Background: an optimization exercise with open tools, aiming at small area. Do not read the settings as production practice.
In this exercise RTL edits were held to simulation tests only and were not proved equivalent to the original.
Power and IR drop assume default switching activity.

--- design/flow/config.mk ---
export PLATFORM = sky130hd
export DESIGN_NAME = mfc
export DESIGN_NICKNAME = mfc
export VERILOG_FILES = /design/flow/design.v
export SDC_FILE = /design/flow/constraint.sdc
export NUM_CORES = 4
export LEC_CHECK = 0
export CAP_MARGIN = 20
export CORE_MARGIN = 2
export CORE_UTILIZATION = 40
export SLEW_MARGIN = 20
--- design/flow/design.v ---
module mfc (
    input  wire        clk,
    input  wire        rst,         
    input  wire        psel,
    input  wire        pwrite,
    input  wire [8:2]  paddr,       
    input  wire [31:0] pwdata,
    output reg  [31:0] prdata,
    input  wire        rx_valid,
    input  wire [7:0]  rx_data,
    input  wire        rx_timeout,
    input  wire        tx_ready,
    output wire        tx_valid,
    output wire [7:0]  tx_data,
    output wire        irq
);
    localparam [7:0] SYNC = 8'h55;
    localparam [2:0] RX_IDLE  = 3'd0;
    localparam [2:0] RX_HUNT  = 3'd1;
    localparam [2:0] RX_ACCUM = 3'd2;
    localparam [2:0] RX_DONE  = 3'd3;
    localparam [2:0] RX_ERROR = 3'd4;
    localparam [2:0] RXE_CHECKSUM   = 3'd1;
    localparam [2:0] RXE_INCOMPLETE = 3'd2;
    localparam [2:0] RXE_SYNC       = 3'd3;
    localparam [1:0] MODE_NONE   = 2'b00;
    localparam [1:0] MODE_STRICT = 2'b01;
    localparam [1:0] MODE_HUNT   = 2'b10;
    localparam [3:0] CE_OK         = 4'd0;
    localparam [3:0] CE_BAD_CMD    = 4'd1;
    localparam [3:0] CE_BAD_ARG    = 4'd2;
    localparam [3:0] CE_LEN_RANGE  = 4'd3;
    localparam [3:0] CE_TX_SEQ     = 4'd4;
    localparam [3:0] CE_TX_OVERRUN = 4'd5;
    localparam [3:0] CE_UNVERIFIED = 4'd6;
    localparam [3:0] CE_REC_RANGE  = 4'd7;
    localparam [3:0] OP_NOP        = 4'h0;
    localparam [3:0] OP_RX_ARM     = 4'h1;
    localparam [3:0] OP_RX_ARM_OP  = 4'h2;
    localparam [3:0] OP_RX_CLEAR   = 4'h3;
    localparam [3:0] OP_RX_TIMEOUT = 4'h4;
    localparam [3:0] OP_TX_START   = 4'h5;
    localparam [3:0] OP_TX_END     = 4'h6;
    localparam [3:0] OP_TX_ABORT   = 4'h7;
    localparam [3:0] OP_CK_CLEAR   = 4'h8;
    localparam [3:0] OP_DECODE     = 4'h9;
    localparam [3:0] OP_SOFT_RESET = 4'hF;
    localparam [6:0] A_CTRL      = 7'h00;
    localparam [6:0] A_CMD       = 7'h01;
    localparam [6:0] A_STATUS    = 7'h02;
    localparam [6:0] A_RX_LEN    = 7'h03;
    localparam [6:0] A_RX_INFO   = 7'h04;
    localparam [6:0] A_TX_DATA   = 7'h05;
    localparam [6:0] A_TX_INFO   = 7'h06;
    localparam [6:0] A_CK_DATA   = 7'h07;
    localparam [6:0] A_CK_INFO   = 7'h08;
    localparam [6:0] A_INT_PEND  = 7'h09;
    localparam [6:0] A_INT_EN    = 7'h0A;
    localparam [6:0] A_REC_A     = 7'h0B;
    localparam [6:0] A_REC_B     = 7'h0C;
    localparam [6:0] A_REC_VALUE = 7'h0D;
    localparam [6:0] A_ID        = 7'h0E;
    localparam [31:0] ID_VALUE = 32'h4D46_4301;
    reg [1:0]  sync_mode;
    reg [7:0]  rx_len;
    reg [2:0]  rx_state;
    reg [2:0]  rx_err;
    reg [7:0]  act_len;
    reg [1:0]  act_mode;
    reg [7:0]  rx_count;
    reg [7:0]  rx_sum;
    reg [7:0]  rx_skip;
    reg        rx_drop;
    reg        tx_open;
    reg        tx_busy;
    reg [7:0]  tx_hold;
    reg [7:0]  tx_sum;
    reg [7:0]  tx_cnt;
    reg [7:0]  ck_sum;
    reg [7:0]  ck_cnt;
    reg [3:0]  int_pend;
    reg [3:0]  int_en;
    reg [3:0]  cmd_err;
    reg        rec_valid;
    reg [3:0]  rec_idx;
    reg [7:0]  rec_sec;
    reg [5:0]  rec_min;
    reg [4:0]  rec_hour;
    reg [4:0]  rec_day;
    reg [4:0]  rec_mon;
    reg [2:0]  rec_dow;
    reg [15:0] rec_year;
    reg [31:0] rec_val;
    reg [2047:0] fb;
    assign tx_valid = tx_busy;
    assign tx_data  = tx_hold;
    assign irq      = |(int_pend & int_en);
    reg [7:0] len_rom;
    always @(*) begin
        case (pwdata[7:4])
            4'd0:    len_rom = 8'd11;    
            4'd1:    len_rom = 8'd15;    
            4'd2:    len_rom = 8'd7;     
            4'd3:    len_rom = 8'd7;     
            4'd4:    len_rom = 8'd7;     
            4'd5:    len_rom = 8'd10;    
            4'd6:    len_rom = 8'd7;     
            4'd7:    len_rom = 8'd11;    
            4'd8:    len_rom = 8'd147;   
            default: len_rom = 8'd0;
        endcase
    end
    wire [3:0] cmd_arg  = pwdata[7:4];
    wire [7:0] rec_base = 8'd6 + 8'd10 * {4'd0, cmd_arg};
    wire [7:0] rec_r0 = fb[8 * (rec_base + 8'd0) +: 8];
    wire [7:0] rec_r1 = fb[8 * (rec_base + 8'd1) +: 8];
    wire [7:0] rec_r2 = fb[8 * (rec_base + 8'd2) +: 8];
    wire [7:0] rec_r3 = fb[8 * (rec_base + 8'd3) +: 8];
    wire [7:0] rec_r4 = fb[8 * (rec_base + 8'd4) +: 8];
    wire [7:0] rec_r5 = fb[8 * (rec_base + 8'd5) +: 8];
    wire [7:0] rec_r6 = fb[8 * (rec_base + 8'd6) +: 8];
    wire [7:0] rec_r7 = fb[8 * (rec_base + 8'd7) +: 8];
    wire [7:0] rec_r8 = fb[8 * (rec_base + 8'd8) +: 8];
    wire [7:0] rec_r9 = fb[8 * (rec_base + 8'd9) +: 8];
    reg [1:0]  sync_mode_n;
    reg [7:0]  rx_len_n;
    reg [2:0]  rx_state_n;
    reg [2:0]  rx_err_n;
    reg [7:0]  act_len_n;
    reg [1:0]  act_mode_n;
    reg [7:0]  rx_count_n;
    reg [7:0]  rx_sum_n;
    reg [7:0]  rx_skip_n;
    reg        rx_drop_n;
    reg        tx_open_n;
    reg        tx_busy_n;
    reg [7:0]  tx_hold_n;
    reg [7:0]  tx_sum_n;
    reg [7:0]  tx_cnt_n;
    reg [7:0]  ck_sum_n;
    reg [7:0]  ck_cnt_n;
    reg [3:0]  int_pend_n;
    reg [3:0]  int_en_n;
    reg [3:0]  cmd_err_n;
    reg        rec_valid_n;
    reg [3:0]  rec_idx_n;
    reg [7:0]  rec_sec_n;
    reg [5:0]  rec_min_n;
    reg [4:0]  rec_hour_n;
    reg [4:0]  rec_day_n;
    reg [4:0]  rec_mon_n;
    reg [2:0]  rec_dow_n;
    reg [15:0] rec_year_n;
    reg [31:0] rec_val_n;
    reg        fb_we;
    reg [7:0]  fb_waddr;
    wire        host_wr = psel & pwrite;
    wire [3:0]  cmd_op  = pwdata[3:0];
    reg         cmd_malformed;
    reg         do_arm;
    reg  [7:0]  arm_len;
    reg         soft_reset;
    reg  [7:0]  rx_next_count;
    reg  [7:0]  rx_next_sum;
    always @(*) begin
        cmd_malformed = 1'b0;
        if (pwdata[31:8] != 24'd0)
            cmd_malformed = 1'b1;
        else case (cmd_op)
            OP_NOP, OP_RX_ARM, OP_RX_CLEAR, OP_RX_TIMEOUT, OP_TX_START,
            OP_TX_END, OP_TX_ABORT, OP_CK_CLEAR:
                cmd_malformed = (cmd_arg != 4'd0);
            OP_RX_ARM_OP, OP_DECODE:
                cmd_malformed = 1'b0;
            OP_SOFT_RESET:
                cmd_malformed = (cmd_arg != 4'hF);
            default:
                cmd_malformed = 1'b1;    
        endcase
    end
    always @(*) begin
        sync_mode_n = sync_mode;
        rx_len_n    = rx_len;
        rx_state_n  = rx_state;
        rx_err_n    = rx_err;
        act_len_n   = act_len;
        act_mode_n  = act_mode;
        rx_count_n  = rx_count;
        rx_sum_n    = rx_sum;
        rx_skip_n   = rx_skip;
        rx_drop_n   = rx_drop;
        tx_open_n   = tx_open;
        tx_busy_n   = tx_busy;
        tx_hold_n   = tx_hold;
        tx_sum_n    = tx_sum;
        tx_cnt_n    = tx_cnt;
        ck_sum_n    = ck_sum;
        ck_cnt_n    = ck_cnt;
        int_pend_n  = int_pend;
        int_en_n    = int_en;
        cmd_err_n   = cmd_err;
        rec_valid_n = rec_valid;
        rec_idx_n   = rec_idx;
        rec_sec_n   = rec_sec;
        rec_min_n   = rec_min;
        rec_hour_n  = rec_hour;
        rec_day_n   = rec_day;
        rec_mon_n   = rec_mon;
        rec_dow_n   = rec_dow;
        rec_year_n  = rec_year;
        rec_val_n   = rec_val;
        fb_we         = 1'b0;
        fb_waddr      = 8'd0;
        do_arm        = 1'b0;
        arm_len       = 8'd0;
        soft_reset    = 1'b0;
        rx_next_count = 8'd0;
        rx_next_sum   = 8'd0;
        if (host_wr) begin
            case (paddr)
                A_CTRL:
                    if (pwdata[1:0] != 2'b11)
                        sync_mode_n = pwdata[1:0];
                A_RX_LEN:
                    rx_len_n = pwdata[7:0];
                A_INT_PEND:
                    int_pend_n = int_pend & ~pwdata[3:0];
                A_INT_EN:
                    int_en_n = pwdata[3:0];
                A_TX_DATA: begin
                    if (!tx_open) begin
                        cmd_err_n     = CE_TX_SEQ;
                        int_pend_n[3] = 1'b1;
                    end else if (tx_busy) begin
                        cmd_err_n     = CE_TX_OVERRUN;
                        int_pend_n[3] = 1'b1;
                    end else begin
                        tx_hold_n = pwdata[7:0];
                        tx_busy_n = 1'b1;
                        tx_sum_n  = tx_sum + pwdata[7:0];
                        tx_cnt_n  = (tx_cnt == 8'hFF) ? 8'hFF : tx_cnt + 8'd1;
                        cmd_err_n = CE_OK;
                    end
                end
                A_CK_DATA: begin
                    ck_sum_n  = ck_sum + pwdata[7:0];
                    ck_cnt_n  = (ck_cnt == 8'hFF) ? 8'hFF : ck_cnt + 8'd1;
                    cmd_err_n = CE_OK;
                end
                A_CMD: begin
                    if (cmd_malformed) begin
                        cmd_err_n     = CE_BAD_CMD;
                        int_pend_n[3] = 1'b1;
                    end else if (cmd_op == OP_RX_ARM_OP && cmd_arg > 4'd8) begin
                        cmd_err_n     = CE_BAD_ARG;
                        int_pend_n[3] = 1'b1;
                    end else begin
                        cmd_err_n = CE_OK;
                        case (cmd_op)
                            OP_RX_ARM:
                                if (rx_len < 8'd7) begin
                                    cmd_err_n     = CE_LEN_RANGE;
                                    int_pend_n[3] = 1'b1;
                                end else begin
                                    do_arm  = 1'b1;
                                    arm_len = rx_len;
                                end
                            OP_RX_ARM_OP: begin
                                do_arm  = 1'b1;
                                arm_len = len_rom;
                            end
                            OP_RX_CLEAR: begin
                                rx_state_n  = RX_IDLE;
                                rx_err_n    = 3'd0;
                                rx_count_n  = 8'd0;
                                rx_sum_n    = 8'd0;
                                rx_skip_n   = 8'd0;
                                rx_drop_n   = 1'b0;
                                rec_valid_n = 1'b0;
                                rec_idx_n   = 4'd0;
                                rec_sec_n   = 8'd0;
                                rec_min_n   = 6'd0;
                                rec_hour_n  = 5'd0;
                                rec_day_n   = 5'd0;
                                rec_mon_n   = 5'd0;
                                rec_dow_n   = 3'd0;
                                rec_year_n  = 16'd0;
                                rec_val_n   = 32'd0;
                            end
                            OP_RX_TIMEOUT:
                                if (rx_state == RX_HUNT || rx_state == RX_ACCUM) begin
                                    rx_state_n    = RX_ERROR;
                                    rx_err_n      = RXE_INCOMPLETE;
                                    int_pend_n[1] = 1'b1;
                                end
                            OP_TX_START:
                                if (tx_open) begin
                                    cmd_err_n     = CE_TX_SEQ;
                                    int_pend_n[3] = 1'b1;
                                end else if (tx_busy) begin
                                    cmd_err_n     = CE_TX_OVERRUN;
                                    int_pend_n[3] = 1'b1;
                                end else begin
                                    tx_open_n = 1'b1;
                                    tx_hold_n = SYNC;
                                    tx_busy_n = 1'b1;
                                    tx_sum_n  = SYNC;
                                    tx_cnt_n  = 8'd1;
                                end
                            OP_TX_END:
                                if (!tx_open) begin
                                    cmd_err_n     = CE_TX_SEQ;
                                    int_pend_n[3] = 1'b1;
                                end else if (tx_busy) begin
                                    cmd_err_n     = CE_TX_OVERRUN;
                                    int_pend_n[3] = 1'b1;
                                end else begin
                                    tx_hold_n = 8'd0 - tx_sum;      
                                    tx_busy_n = 1'b1;
                                    tx_open_n = 1'b0;
                                    tx_sum_n  = 8'd0;               
                                    tx_cnt_n  = (tx_cnt == 8'hFF) ? 8'hFF : tx_cnt + 8'd1;
                                end
                            OP_TX_ABORT: begin
                                tx_open_n = 1'b0;
                                tx_busy_n = 1'b0;
                                tx_hold_n = 8'd0;
                            end
                            OP_CK_CLEAR: begin
                                ck_sum_n = 8'd0;
                                ck_cnt_n = 8'd0;
                            end
                            OP_DECODE:
                                if (rx_state != RX_DONE) begin
                                    cmd_err_n     = CE_UNVERIFIED;
                                    int_pend_n[3] = 1'b1;
                                end else if ({4'd0, cmd_arg} * 8'd10 + 8'd17 > act_len) begin
                                    cmd_err_n     = CE_REC_RANGE;
                                    int_pend_n[3] = 1'b1;
                                end else begin
                                    rec_sec_n   = rec_r0;
                                    rec_hour_n  = rec_r1[7:3];
                                    rec_min_n   = {rec_r1[2:0], rec_r2[7:5]};
                                    rec_day_n   = rec_r2[4:0];
                                    rec_mon_n   = rec_r3[7:3];
                                    rec_dow_n   = rec_r3[2:0];
                                    rec_year_n  = {rec_r4, rec_r5};
                                    rec_val_n   = {rec_r9, rec_r8, rec_r7, rec_r6};
                                    rec_valid_n = 1'b1;
                                    rec_idx_n   = cmd_arg;
                                end
                            OP_SOFT_RESET:
                                soft_reset = 1'b1;
                            default: ;    
                        endcase
                    end
                end
                default: ;    
            endcase
        end
        if (do_arm) begin
            act_len_n   = arm_len;
            act_mode_n  = sync_mode;
            rx_state_n  = RX_HUNT;
            rx_err_n    = 3'd0;
            rx_count_n  = 8'd0;
            rx_sum_n    = 8'd0;
            rx_skip_n   = 8'd0;
            rx_drop_n   = 1'b0;
            rec_valid_n = 1'b0;
            rec_idx_n   = 4'd0;
            rec_sec_n   = 8'd0;
            rec_min_n   = 6'd0;
            rec_hour_n  = 5'd0;
            rec_day_n   = 5'd0;
            rec_mon_n   = 5'd0;
            rec_dow_n   = 3'd0;
            rec_year_n  = 16'd0;
            rec_val_n   = 32'd0;
        end
        if (soft_reset) begin
            sync_mode_n = MODE_STRICT;
            rx_len_n    = 8'd0;
            rx_state_n  = RX_IDLE;
            rx_err_n    = 3'd0;
            act_len_n   = 8'd0;
            act_mode_n  = MODE_STRICT;
            rx_count_n  = 8'd0;
            rx_sum_n    = 8'd0;
            rx_skip_n   = 8'd0;
            rx_drop_n   = 1'b0;
            tx_open_n   = 1'b0;
            tx_busy_n   = 1'b0;
            tx_hold_n   = 8'd0;
            tx_sum_n    = 8'd0;
            tx_cnt_n    = 8'd0;
            ck_sum_n    = 8'd0;
            ck_cnt_n    = 8'd0;
            int_pend_n  = 4'd0;
            int_en_n    = 4'd0;
            cmd_err_n   = CE_OK;
            rec_valid_n = 1'b0;
            rec_idx_n   = 4'd0;
            rec_sec_n   = 8'd0;
            rec_min_n   = 6'd0;
            rec_hour_n  = 5'd0;
            rec_day_n   = 5'd0;
            rec_mon_n   = 5'd0;
            rec_dow_n   = 3'd0;
            rec_year_n  = 16'd0;
            rec_val_n   = 32'd0;
        end
        if (tx_busy && tx_busy_n && tx_ready) begin
            tx_busy_n     = 1'b0;
            tx_hold_n     = 8'd0;
            int_pend_n[2] = 1'b1;
        end
        if (rx_valid) begin
            case (rx_state_n)
                RX_HUNT:
                    if (act_mode_n == MODE_NONE || rx_data == SYNC) begin
                        fb_we      = 1'b1;
                        fb_waddr   = 8'd0;
                        rx_count_n = 8'd1;
                        rx_sum_n   = rx_data;
                        rx_state_n = RX_ACCUM;
                    end else if (act_mode_n == MODE_STRICT) begin
                        rx_state_n    = RX_ERROR;
                        rx_err_n      = RXE_SYNC;
                        int_pend_n[1] = 1'b1;
                    end else begin
                        rx_skip_n = (rx_skip_n == 8'hFF) ? 8'hFF : rx_skip_n + 8'd1;
                    end
                RX_ACCUM: begin
                    fb_we         = 1'b1;
                    fb_waddr      = rx_count_n;
                    rx_next_count = rx_count_n + 8'd1;
                    rx_next_sum   = rx_sum_n + rx_data;
                    rx_count_n    = rx_next_count;
                    rx_sum_n      = rx_next_sum;
                    if (rx_next_count == act_len_n) begin
                        if (rx_next_sum == 8'd0) begin
                            rx_state_n    = RX_DONE;
                            int_pend_n[0] = 1'b1;
                        end else begin
                            rx_state_n    = RX_ERROR;
                            rx_err_n      = RXE_CHECKSUM;
                            int_pend_n[1] = 1'b1;
                        end
                    end
                end
                default:    
                    rx_drop_n = 1'b1;
            endcase
        end
        if (rx_timeout && (rx_state_n == RX_HUNT || rx_state_n == RX_ACCUM)) begin
            rx_state_n    = RX_ERROR;
            rx_err_n      = RXE_INCOMPLETE;
            int_pend_n[1] = 1'b1;
        end
    end
    always @(posedge clk) begin
        if (rst) begin
            sync_mode <= MODE_STRICT;
            rx_len    <= 8'd0;
            rx_state  <= RX_IDLE;
            rx_err    <= 3'd0;
            act_len   <= 8'd0;
            act_mode  <= MODE_STRICT;
            rx_count  <= 8'd0;
            rx_sum    <= 8'd0;
            rx_skip   <= 8'd0;
            rx_drop   <= 1'b0;
            tx_open   <= 1'b0;
            tx_busy   <= 1'b0;
            tx_hold   <= 8'd0;
            tx_sum    <= 8'd0;
            tx_cnt    <= 8'd0;
            ck_sum    <= 8'd0;
            ck_cnt    <= 8'd0;
            int_pend  <= 4'd0;
            int_en    <= 4'd0;
            cmd_err   <= CE_OK;
            rec_valid <= 1'b0;
            rec_idx   <= 4'd0;
            rec_sec   <= 8'd0;
            rec_min   <= 6'd0;
            rec_hour  <= 5'd0;
            rec_day   <= 5'd0;
            rec_mon   <= 5'd0;
            rec_dow   <= 3'd0;
            rec_year  <= 16'd0;
            rec_val   <= 32'd0;
        end else begin
            sync_mode <= sync_mode_n;
            rx_len    <= rx_len_n;
            rx_state  <= rx_state_n;
            rx_err    <= rx_err_n;
            act_len   <= act_len_n;
            act_mode  <= act_mode_n;
            rx_count  <= rx_count_n;
            rx_sum    <= rx_sum_n;
            rx_skip   <= rx_skip_n;
            rx_drop   <= rx_drop_n;
            tx_open   <= tx_open_n;
            tx_busy   <= tx_busy_n;
            tx_hold   <= tx_hold_n;
            tx_sum    <= tx_sum_n;
            tx_cnt    <= tx_cnt_n;
            ck_sum    <= ck_sum_n;
            ck_cnt    <= ck_cnt_n;
            int_pend  <= int_pend_n;
            int_en    <= int_en_n;
            cmd_err   <= cmd_err_n;
            rec_valid <= rec_valid_n;
            rec_idx   <= rec_idx_n;
            rec_sec   <= rec_sec_n;
            rec_min   <= rec_min_n;
            rec_hour  <= rec_hour_n;
            rec_day   <= rec_day_n;
            rec_mon   <= rec_mon_n;
            rec_dow   <= rec_dow_n;
            rec_year  <= rec_year_n;
            rec_val   <= rec_val_n;
        end
    end
    genvar gi;
    generate
        for (gi = 0; gi < 256; gi = gi + 1) begin : g_fb
            always @(posedge clk) begin
                if (!rst && fb_we && fb_waddr == gi)
                    fb[8*gi +: 8] <= rx_data;
            end
        end
    endgenerate
    wire [7:0] fb_word_base = {paddr[7:2], 2'b00};
    integer b;
    always @(*) begin
        prdata = 32'd0;
        if (paddr[8]) begin
            for (b = 0; b < 4; b = b + 1)
                if (fb_word_base + b[7:0] < rx_count)
                    prdata[8*b +: 8] = fb[8 * (fb_word_base + b[7:0]) +: 8];
        end else begin
            case (paddr)
                A_CTRL:      prdata = {30'd0, sync_mode};
                A_STATUS:    prdata = {4'd0, rec_idx, 4'd0, cmd_err, 2'd0, act_mode,
                                       rx_drop, rec_valid, tx_busy, tx_open,
                                       1'b0, rx_err, 1'b0, rx_state};
                A_RX_LEN:    prdata = {24'd0, rx_len};
                A_RX_INFO:   prdata = {rx_skip, rx_sum, act_len, rx_count};
                A_TX_INFO:   prdata = {8'd0, tx_hold, tx_cnt, tx_sum};
                A_CK_INFO:   prdata = {ck_cnt, 7'd0, (ck_sum == 8'd0), 8'd0 - ck_sum, ck_sum};
                A_INT_PEND:  prdata = {28'd0, int_pend};
                A_INT_EN:    prdata = {28'd0, int_en};
                A_REC_A:     prdata = {3'd0, rec_day, 3'd0, rec_hour, 2'd0, rec_min, rec_sec};
                A_REC_B:     prdata = {rec_year, 5'd0, rec_dow, 3'd0, rec_mon};
                A_REC_VALUE: prdata = rec_val;
                A_ID:        prdata = ID_VALUE;
                default:     prdata = 32'd0;    
            endcase
        end
    end
endmodule
--- design/flow/run.sh ---
#!/bin/bash
# synth_recipe.tcl (not shown) runs the flow's synth.tcl, then flattens the netlist and writes it again
# the make line also repeats each setting of config.mk as NAME=value (left out here)
make -C /OpenROAD-flow-scripts/flow DESIGN_CONFIG=/design/flow/config.mk WORK_HOME=/design/flow/orfs CLKGATE_MAP_FILE= SYNTH_SCRIPT=/design/flow/synth_recipe.tcl finish
--- design/flow/constraint.sdc ---
create_clock -name core_clock -period 10.0 [get_ports {clk}]
set_input_delay 2.0000 -clock core_clock [delete_from_list [all_inputs] [get_ports {clk}]]
set_output_delay 2.0000 -clock core_clock [all_outputs]
set_load 0.01 [all_outputs]
==> run summary <==
## cell families after synthesis
kind of cell | Yosys count | share of synthesized area
buf+inv | 1134 | 0.0276
compound gates | 1537 | 0.0635
xor+xnor | 53 | 0.00296
fa+ha+maj | 53 | 0.00442
mux | 3391 | 0.433
simple gates | 1842 | 0.0529
flops | 2237 | 0.416
## final cells by class
| type | count | share of cell area |
|---|---|---|
| diodes | 38 | 0.000546 |
| clock buffers | 319 | 0.0400 |
| clock inverters | 156 | 0.0104 |
| inverters | 47 | 0.00106 |
| multi-input cells | 6876 | 0.504 |
| flip-flops and latches | 2237 | 0.375 |
| well taps | 5220 | 0.0375 |
| repair buffers | 575 | 0.0320 |
## worst max-delay path: stages
cell and delay, ns:
sky130_fd_sc_hd__buf_8 0.73, sky130_fd_sc_hd__buf_12 0.33, sky130_fd_sc_hd__mux4_2 0.57, sky130_fd_sc_hd__mux4_2 0.67
sky130_fd_sc_hd__mux4_2 0.68, sky130_fd_sc_hd__nand2b_1 0.14, sky130_fd_sc_hd__nand4_1 0.40, sky130_fd_sc_hd__clkdlybuf4s50_1 0.69
## cell usage in the layout (no fill, tap or decap), types with 19 or more instances in the layout
| cell type | netlist | final |
|---|---|---|
| sky130_fd_sc_hd__o211ai_1 | 79 | 79 |
| sky130_fd_sc_hd__o31a_1 | 21 | 21 |
| sky130_fd_sc_hd__nor2_1 | 720 | 703 |
| sky130_fd_sc_hd__clkbuf_1 | 704 | 45 |
| sky130_fd_sc_hd__and2_1 | 68 | 68 |
| sky130_fd_sc_hd__buf_12 | 0 | 72 |
| sky130_fd_sc_hd__dfxtp_1 | 189 | 189 |
| sky130_fd_sc_hd__ha_1 | 49 | 48 |
| sky130_fd_sc_hd__clkdlybuf4s50_1 | 0 | 79 |
| sky130_fd_sc_hd__nand4_1 | 38 | 38 |
| sky130_fd_sc_hd__a211oi_1 | 292 | 289 |
| sky130_fd_sc_hd__a22oi_1 | 144 | 143 |
| sky130_fd_sc_hd__nor3_1 | 84 | 77 |
| sky130_fd_sc_hd__mux2_2 | 174 | 174 |
| sky130_fd_sc_hd__nand3_1 | 104 | 103 |
| sky130_fd_sc_hd__and3_1 | 20 | 20 |
| sky130_fd_sc_hd__nand2b_1 | 38 | 38 |
| sky130_fd_sc_hd__o21ai_0 | 180 | 172 |
| sky130_fd_sc_hd__xnor2_1 | 37 | 33 |
| sky130_fd_sc_hd__mux4_2 | 2700 | 2700 |
| sky130_fd_sc_hd__a31oi_1 | 75 | 72 |
| sky130_fd_sc_hd__clkbuf_16 | 0 | 269 |
| sky130_fd_sc_hd__a32oi_1 | 19 | 19 |
| sky130_fd_sc_hd__clkinv_2 | 0 | 40 |
| sky130_fd_sc_hd__edfxtp_1 | 2048 | 2048 |
| sky130_fd_sc_hd__a222oi_1 | 25 | 25 |
| sky130_fd_sc_hd__bufinv_16 | 0 | 33 |
| sky130_fd_sc_hd__nand2_1 | 517 | 515 |
| sky130_fd_sc_hd__diode_2 | 0 | 38 |
| sky130_fd_sc_hd__mux2i_1 | 517 | 517 |
| sky130_fd_sc_hd__nor2b_1 | 186 | 185 |
| sky130_fd_sc_hd__buf_4 | 0 | 404 |
| sky130_fd_sc_hd__inv_1 | 45 | 45 |
| sky130_fd_sc_hd__clkinv_1 | 1 | 33 |
| sky130_fd_sc_hd__a21oi_1 | 533 | 532 |
| sky130_fd_sc_hd__o21a_1 | 24 | 24 |
## per-stage QoR
stage / power (mW) / hold WS (ns) / util / setup WS (ns)
floorplan: 15.0 / 0.440 / - / 2.07
global placement: 17.9 / 0.466 / 0.421 / 1.06
detailed placement: 18.0 / 0.469 / 0.422 / 1.34
CTS: 28.0 / 0.479 / 0.444 / 1.75
global route: 28.9 / 0.521 / 0.444 / 1.62
finish: 28.3 / 0.486 / 0.445 / 1.60
## synth_stat cells, drive strengths merged (7+ instances only)
cell,instances,share of area
xnor2,37,0.0021
a221oi,18,0.0010
nor2,721,0.017
nand2,517,0.012
a32oi,19,0.0011
o31a,21,0.0012
buf,383,0.0096
inv,46,0.0011
and2,71,0.0028
a311o,13,0.00083
xor2,16,0.00089
o21ai,184,0.0059
a222oi,25,0.0016
a22oi,145,0.0070
nand4,38,0.0015
o21bai,9,0.00043
mux2i,517,0.033
nand2b,38,0.0015
mux2,174,0.012
a211oi,292,0.014
a31oi,75,0.0030
a211o,17,0.00095
and3,20,0.00080
a21oi,534,0.017
mux4,2700,0.39
clkbuf,704,0.017
o211ai,80,0.0039
nand3,105,0.0034
nor2b,186,0.0074
or4,8,0.00043
o31ai,10,0.00051
dfxtp,189,0.024
ha,49,0.0039
edfxtp,2048,0.39
o21a,24,0.0011
or3,7,0.00028
o22ai,8,0.00032
nor3,84,0.0027
nor4,19,0.00099
a311oi,19,0.0011
a22o,7,0.00039
## power groups by stage
stage,clock network [mW],registers [mW],logic [mW]
6_report,10.1,10.2,7.99
5_1_grt,10.6,10.2,8.12
4_1_cts,10.2,10.2,7.62
3_5_place_dp,0,10.4,7.59
3_3_place_gp,0,10.4,7.53
2_1_floorplan,0,10.4,4.58
## path summary, 6_finish.rpt
check,from,to,slack [ns],cells after the start
hold / removal,rx_sum[3],rx_sum[3],0.49,2
hold reg to reg,rx_sum[3],rx_sum[3],0.49,2
setup reg to reg,rx_len[3],fb[566],3.93,10
setup / recovery,paddr[2],prdata[26],1.60,8
## routing by layer
layer | global-route usage | vias up
li1 | - | 43400
met1 | 0.446 | 61300
met5 | 0.0100 | -
met3 | 0.161 | 1232
met2 | 0.448 | 10100
met4 | 0.107 | 58
==> results.json <==
{
  "largest_register_ffs": 2048,
  "postSynthAreaPerCell_um2": 15.3,
  "design_area_um2": 174000,
  "reported_leakage_power_nw": 54.4,
  "place_inst": 15000,
  "mean_routed_wirelength_per_cell_um": 42.7,
  "arrival_ns": 6.40,
  "postRouteAntennaNets": 0,
  "hp-class": "reg2reg",
  "initial_antenna_violation_count": 90,
  "largestRegisters": "fb: 2048 flops, rec_val: 32 flops, rec_year: 16 flops",
  "synth_seq_area_share": 0.416,
  "layout-area-overhead-vs-synth_pct": 10.9,
  "multi_input_combinational_cell_area_um2": 87700,
  "final_net_count": 10100,
  "post_syn_nets": 10400,
  "hold_fix_buffer_count_after_cts": 0,
  "place_hpwl_um": 483000,
  "final_routed_wirelength_um": 660000,
  "ys.warnings.count": 1,
  "power.sequential.fraction": 0.360,
  "timing.slew.headroom": 0.0998,
  "core_um2": 392000,
  "cts.repair_timing.setup_buffer_count": 0,
  "first_global_vias": 107000,
  "switching_share": 0.325,
  "route.detailed.drc": 0,
  "top_signal_layer_used": "met5",
  "total_negative_slack_ns": 0,
  "final_min_period_over_clock_period": 0.840,
  "run_status": "finished clean",
  "floorplan.initialDensity": 0.401,
  "worst-slew-pin-transition_ns": 1.34,
  "synth_cell_types": 84,
  "clock_insertion_delay_at_the_later_pin_of_the_skew_report_ns": 0.94,
  "detailedRoute.firstPassIterationCount": 8,
  "maxClockFrequency_ghz": 0.119,
  "cts.sinks": 2237,
  "power.combinational.fraction": 0.282,
  "clock_tree.htree_level_count": 5,
  "synthCells": 10200,
  "cts.clk_slew.worst_paths_ns": 0.06,
  "detail_route.wirelength.met1_um": 244000,
  "die_height_um": 630,
  "num-fill-cells": 33900,
  "timing.final.crit_period_ns": 8.40,
  "tritoncts.num_buffers": 263,
  "detail_route.iter0.violations": 21600,
  "setup_violators_final": 0,
  "vias_per_cell": 7.50,
  "end_kind": "primary output",
  "slew_viol_final": 0,
  "fin_cells": 15500,
  "p_sw_mw": 9.21,
  "criticalPathCategory": "in2out",
  "top_fanout_value_on_the_critical_path": 52,
  "grt_max_degree": 138,
  "placedInstanceArea_um2": 165000,
  "tritoncts": "yes",
  "cts.root.buffer_cell": "sky130_fd_sc_hd__clkbuf_16",
  "ir_drop_uv": 127,
  "p_clk_frac": 0.358,
  "internal-power_mw": 19.1,
  "cts_repair_resize_count": 0,
  "gr-usage-all-layers": 0.326,
  "top_level_ports": 96,
  "synth_edf_count": 2048,
  "power-per-cell-area_nw_per_um2": 163,
  "synth_top_flop_cell": "sky130_fd_sc_hd__edfxtp_1",
  "grt.overflow.total": 0,
  "ys_seq_elements": 2237,
  "registers.top_by_ff_count": "fb",
  "die_area_um2": 397000,
  "via_count": 116000,
  "critical_path.startpoint_type": "input pin",
  "fin_skew_ns": 0.0380,
  "max_cap_violations": 0,
  "port_buffers": 95,
  "async_flop_share": 0,
  "timing_hold_violations_final": 0,
  "unrepaired_setup_endpoints_after_global_routing": "no",
  "cts-root-to-sink-buffers": 4,
  "global_route_wire_length_before_repair_um": 910000,
  "met3RoutedLength_um": 114000,
  "dr_wl_met2_um": 275000,
  "fp.dieW_um": 630,
  "final_layout_size_suffix_gt1_frac": 0.377,
  "floorplan.rows": 230,
  "regArea_um2": 65300,
  "gp_congestion": 1.05,
  "mappedNetlistArea_um2": 157000,
  "cp_data_required_time_ns": 8.00
}

-- what the ideal ports hide --
In the flow no input, the clock included, has a driving cell. The finished layout below was timed again as built, in two steps. Step 1 (the two cells are an assumption about what drives the block):
set clk [get_ports {clk}]
set_driving_cell -lib_cell sky130_fd_sc_hd__clkbuf_16 $clk
set_driving_cell -lib_cell sky130_fd_sc_hd__buf_2 [delete_from_list [all_inputs] $clk]
Step 2 adds t to the input delays and takes it off the output delays; t is the mean of the earliest and latest rising clock arrival at the registers after step 1. Input paths then give back, and output paths get back, about the clock's delay inside the block. Three values: no drivers, after step 1, after step 2; two values: the first two.
t, ns: 1.037
setup slack, ns: 1.604 / 1.540 / 1.146
slew at the worst register clock pin (ns): 0.07 / 0.07
worst data-port slew with drivers (ns): 0.18
After both steps this run still meets setup and hold. The setup slack of this run moves by -0.064 ns with the drivers and by -0.458 ns with both steps.
